What follows belongs to an exercise in optimizing a design on an open flow for small area; a production flow would make more cautious choices. Function was checked by simulation only, so behaviour that the tests miss may differ from the original.

==> flow/design.v (excerpt) <==
module horn_core (
    input  wire        clk,
    input  wire        rst,           
    input  wire [31:0] cmd,
    input  wire [15:0] tick,
    input  wire        raw_level,
    input  wire        cmp_tripped,
    input  wire        config_mode,
    input  wire        charging,
    output wire [15:0] tone_period,
    output wire [15:0] tone_compare,
    output reg         horn_out,
    output reg         ind_red,
    output wire        cmp_sel,
    output reg         sw_status,
    output reg         seq_active,
    output reg  [2:0]  lvg_state,
    output reg         res_bool,
    output wire [15:0] res_period,
    output wire [15:0] res_compare,
    output reg         cmd_err
);
Size in the first run: ~1800 cells after synthesis, ~130 I/O pins.
Settings: LEC_CHECK=0, ABC_AREA=1, CAP_MARGIN=10, CORE_MARGIN=2, CORE_UTILIZATION=78, GPL_TIMING_DRIVEN=0, SLEW_MARGIN=10; clock period 200.0 ns.
standard.sh (not shown) runs the stock make flow with config.mk's settings and CLKGATE_MAP_FILE= SYNTH_SCRIPT=/design/flow/synth_recipe.tcl, a recipe that flattens the netlist after the stock synthesis.
==> flow/flow/run.sh <==
#!/bin/bash
# Own layout flow: the standard layout (standard.sh), with one change in
# synthesis: the ABC technology-mapping step runs an area-oriented script
# (flow/area.abc) in place of ORFS's abc_speed/abc_area script. Everything
# else, including the register mapping, flattening and renaming that
# synth_recipe.tcl does, is the standard synthesis unchanged.
# Each tool's full output goes to a log file in this folder (own_*.log) and
# under orfs/logs/.
set -euo pipefail
WORK=$(pwd)
FLOWDIR=$WORK/flow

# ORFS's synth.tcl with the abc call pointed at flow/area.abc
SRC=$FLOW_HOME/scripts/synth.tcl
n=$(grep -c '^  log_cmd abc {\*}\$abc_args$' "$SRC")
if [[ $n != 1 ]]; then echo "unexpected synth.tcl: $n abc calls" >&2; exit 1; fi
sed "s#^  log_cmd abc {\*}\$abc_args\$#  set abc_args [lreplace \$abc_args 1 1 $FLOWDIR/area.abc]\n  log_cmd abc {*}\$abc_args#" \
    "$SRC" > "$WORK/own_synth_core.tcl"

# synth_recipe.tcl, sourcing that copy instead of ORFS's synth.tcl
n=$(grep -c 'source \$::env(SCRIPTS_DIR)/synth.tcl' synth_recipe.tcl)
if [[ $n != 1 ]]; then echo "unexpected synth_recipe.tcl" >&2; exit 1; fi
sed "s#source \$::env(SCRIPTS_DIR)/synth.tcl#source $WORK/own_synth_core.tcl#" \
    synth_recipe.tcl > "$WORK/own_synth.tcl"

# standard.sh with that synthesis script
n=$(grep -c 'SYNTH_SCRIPT=' standard.sh)
if [[ $n != 1 ]]; then echo "unexpected standard.sh" >&2; exit 1; fi
# and with smaller cells for the port buffers and the clock tree: every port
# still gets its own buffer (buf_1, the smallest, in place of the
# clkdlybuf4s50_1 that buffer_ports picks), and CTS builds the tree from
# clkbuf_8 cells, in small clusters, without dummy loads
OWN_VARS="'BUFFER_PORTS_ARGS=-buffer_cell sky130_fd_sc_hd__buf_1'"
# synthesis buffers a port that repeats another signal with the same
# smallest buffer (buf_4 by default)
OWN_VARS+=" 'MIN_BUF_CELL_AND_PORTS=sky130_fd_sc_hd__buf_1 A X'"
OWN_VARS+=" 'CTS_ARGS=-sink_clustering_enable -repair_clock_nets -dont_use_dummy_load -buf_list sky130_fd_sc_hd__clkbuf_16 -root_buf sky130_fd_sc_hd__clkbuf_16'"
sed "s#SYNTH_SCRIPT=[^ ]*#SYNTH_SCRIPT=$WORK/own_synth.tcl $OWN_VARS#" standard.sh > "$WORK/own_standard.sh"

bash "$WORK/own_standard.sh" > "$WORK/own_flow.log" 2>&1 || { tail -50 "$WORK/own_flow.log"; exit 1; }
tail -5 "$WORK/own_flow.log"
==> flow/flow/area.abc <==
strash; dc2; dch -f; amap; topo; mfs2; strash; dc2; dch -f; amap; topo; mfs2; strash; dch -f; amap; topo
Rerun with:
--- a/flow/flow/run.sh
+++ b/flow/flow/run.sh
@@ -2,5 +2,6 @@
-# Own layout flow: the standard layout (standard.sh), with one change in
-# synthesis: the ABC technology-mapping step runs an area-oriented script
-# (flow/area.abc) in place of ORFS's abc_speed/abc_area script. Everything
-# else, including the register mapping, flattening and renaming that
-# synth_recipe.tcl does, is the standard synthesis unchanged.
+# Own layout flow: the standard layout (standard.sh), with these changes
+# in synthesis: the ABC technology-mapping step runs an area-oriented script
+# (flow/area.abc) in place of ORFS's abc_speed/abc_area script, and the
+# arithmetic is left to ABC rather than mapped to adder cells first.
+# Everything else, including the register mapping, flattening and renaming
+# that synth_recipe.tcl does, is the standard synthesis unchanged.
@@ -37 +38,3 @@
-OWN_VARS+=" 'CTS_ARGS=-sink_clustering_enable -repair_clock_nets -dont_use_dummy_load -buf_list sky130_fd_sc_hd__clkbuf_16 -root_buf sky130_fd_sc_hd__clkbuf_16'"
+# no adder cells: ABC maps the arithmetic with the rest of the logic
+OWN_VARS+=" ADDER_MAP_FILE="
+OWN_VARS+=" 'CTS_ARGS=-sink_clustering_enable -repair_clock_nets -dont_use_dummy_load -buf_list sky130_fd_sc_hd__clkbuf_16 -root_buf sky130_fd_sc_hd__clkbuf_16 -sink_clustering_size 24 -sink_clustering_max_diameter 120'"
==> flow/flow/area.abc (replaced) <==
strash; dc2; &get -n; &deepsyn -T 150 -S 11; &put; dch -f; amap; topo; mfs2; strash; dc2; dch -f; amap; topo; mfs2; strash; dch -f; amap; topo
Cell area is lower by 8.7%. Routed wire length rises by 9.4%. Die area went down by 8.7%. Critical path depth rose by 121. Worst setup slack improves by 14 ns. Non-clock buffer count stays the same.
Rerun with:
--- a/flow/flow/run.sh
+++ b/flow/flow/run.sh
@@ -2,6 +2,5 @@
-# Own layout flow: the standard layout (standard.sh), with these changes
-# in synthesis: the ABC technology-mapping step runs an area-oriented script
-# (flow/area.abc) in place of ORFS's abc_speed/abc_area script, and the
-# arithmetic is left to ABC rather than mapped to adder cells first.
-# Everything else, including the register mapping, flattening and renaming
-# that synth_recipe.tcl does, is the standard synthesis unchanged.
+# Own layout flow: the standard layout (standard.sh), with one change in
+# synthesis: the ABC technology-mapping step runs an area-oriented script
+# (flow/area.abc) in place of ORFS's abc_speed/abc_area script. Everything
+# else, including the register mapping, flattening and renaming that
+# synth_recipe.tcl does, is the standard synthesis unchanged.
@@ -38,3 +37 @@
-# no adder cells: ABC maps the arithmetic with the rest of the logic
-OWN_VARS+=" ADDER_MAP_FILE="
-OWN_VARS+=" 'CTS_ARGS=-sink_clustering_enable -repair_clock_nets -dont_use_dummy_load -buf_list sky130_fd_sc_hd__clkbuf_16 -root_buf sky130_fd_sc_hd__clkbuf_16 -sink_clustering_size 24 -sink_clustering_max_diameter 120'"
+OWN_VARS+=" 'CTS_ARGS=-sink_clustering_enable -repair_clock_nets -dont_use_dummy_load -buf_list {sky130_fd_sc_hd__clkbuf_8 sky130_fd_sc_hd__clkbuf_16} -root_buf sky130_fd_sc_hd__clkbuf_16 -sink_clustering_size 10 -sink_clustering_max_diameter 40'"
==> flow/flow/area.abc (replaced) <==
strash; dc2; dch -f; amap; topo; mfs2; strash; dc2; dch -f; amap; topo; mfs2; strash; dch -f; amap; topo
- synthesized area goes up by roughly a tenth
- count of clock-buffer cells in the layout does not change
- first-iteration DRC count goes down by well over a third
- hold slack gains 0.010 ns
- utilization goes up by 0.20 points
- routed wire length goes down by a little under a tenth
- final area goes up by roughly a tenth
- die area goes up by roughly a tenth
- clock skew goes up by 0.0063 ns
- via count goes down by about a fifth
Rerun with:
--- a/flow/flow/run.sh
+++ b/flow/flow/run.sh
@@ -2,5 +2,6 @@
-# Own layout flow: the standard layout (standard.sh), with one change in
-# synthesis: the ABC technology-mapping step runs an area-oriented script
-# (flow/area.abc) in place of ORFS's abc_speed/abc_area script. Everything
-# else, including the register mapping, flattening and renaming that
-# synth_recipe.tcl does, is the standard synthesis unchanged.
+# Own layout flow: the standard layout (standard.sh), with these changes
+# in synthesis: the ABC technology-mapping step runs an area-oriented script
+# (flow/area.abc) in place of ORFS's abc_speed/abc_area script, and the
+# arithmetic is left to ABC rather than mapped to adder cells first.
+# Everything else, including the register mapping, flattening and renaming
+# that synth_recipe.tcl does, is the standard synthesis unchanged.
@@ -37 +38,3 @@
-OWN_VARS+=" 'CTS_ARGS=-sink_clustering_enable -repair_clock_nets -dont_use_dummy_load -buf_list {sky130_fd_sc_hd__clkbuf_8 sky130_fd_sc_hd__clkbuf_16} -root_buf sky130_fd_sc_hd__clkbuf_16 -sink_clustering_size 10 -sink_clustering_max_diameter 40'"
+# no adder cells: ABC maps the arithmetic with the rest of the logic
+OWN_VARS+=" ADDER_MAP_FILE="
+OWN_VARS+=" 'CTS_ARGS=-repair_clock_nets -dont_use_dummy_load -buf_list sky130_fd_sc_hd__clkbuf_16 -root_buf sky130_fd_sc_hd__clkbuf_16'"
==> flow/flow/area.abc (replaced) <==
strash; dc2; &get -n; &deepsyn -T 150 -S 11; &put; dch -f; amap; topo; mfs2; strash; dc2; dch -f; amap; topo; mfs2; strash; dch -f; amap; topo
The changed run completed without violations.
Cell count goes up by 32%.
Clock-buffer cell count stays the same.

separate check: timing with driven ports:
How much do the figures lean on ideal ports? The routed layouts below were timed once more, with nothing changed but the port constraints. Step 1 sets driving cells, clkbuf_16 on the clock port and buf_2 on the other inputs (assumed; they add their load-dependent delay and slew). Step 2 adds t to the input delays and takes it off the output delays; t is the mean of the earliest and latest rising clock arrival at the registers after step 1. Input paths then give back, and output paths get back, about the clock's delay inside the block. Three values: no drivers, after step 1, after step 2; two values: the first two.
run | shift t [ns] | slack for setup (ns) | worst setup path at the end | worst slew at a driven data input, ns | cell pins on the clock port's net
the first run | 0.392 | 73.654 / 73.672 / 73.280 | input to register | 0.04 | 1
the second run | 0.393 | 87.619 / 87.636 / 87.243 | input to register | 0.07 | 1
the third run | 0.392 | 73.654 / 73.672 / 73.280 | input to register | 0.04 | 1
the fourth run | 0.393 | 87.619 / 87.636 / 87.243 | input to register | 0.07 | 1
After both steps every run listed still meets setup and hold.
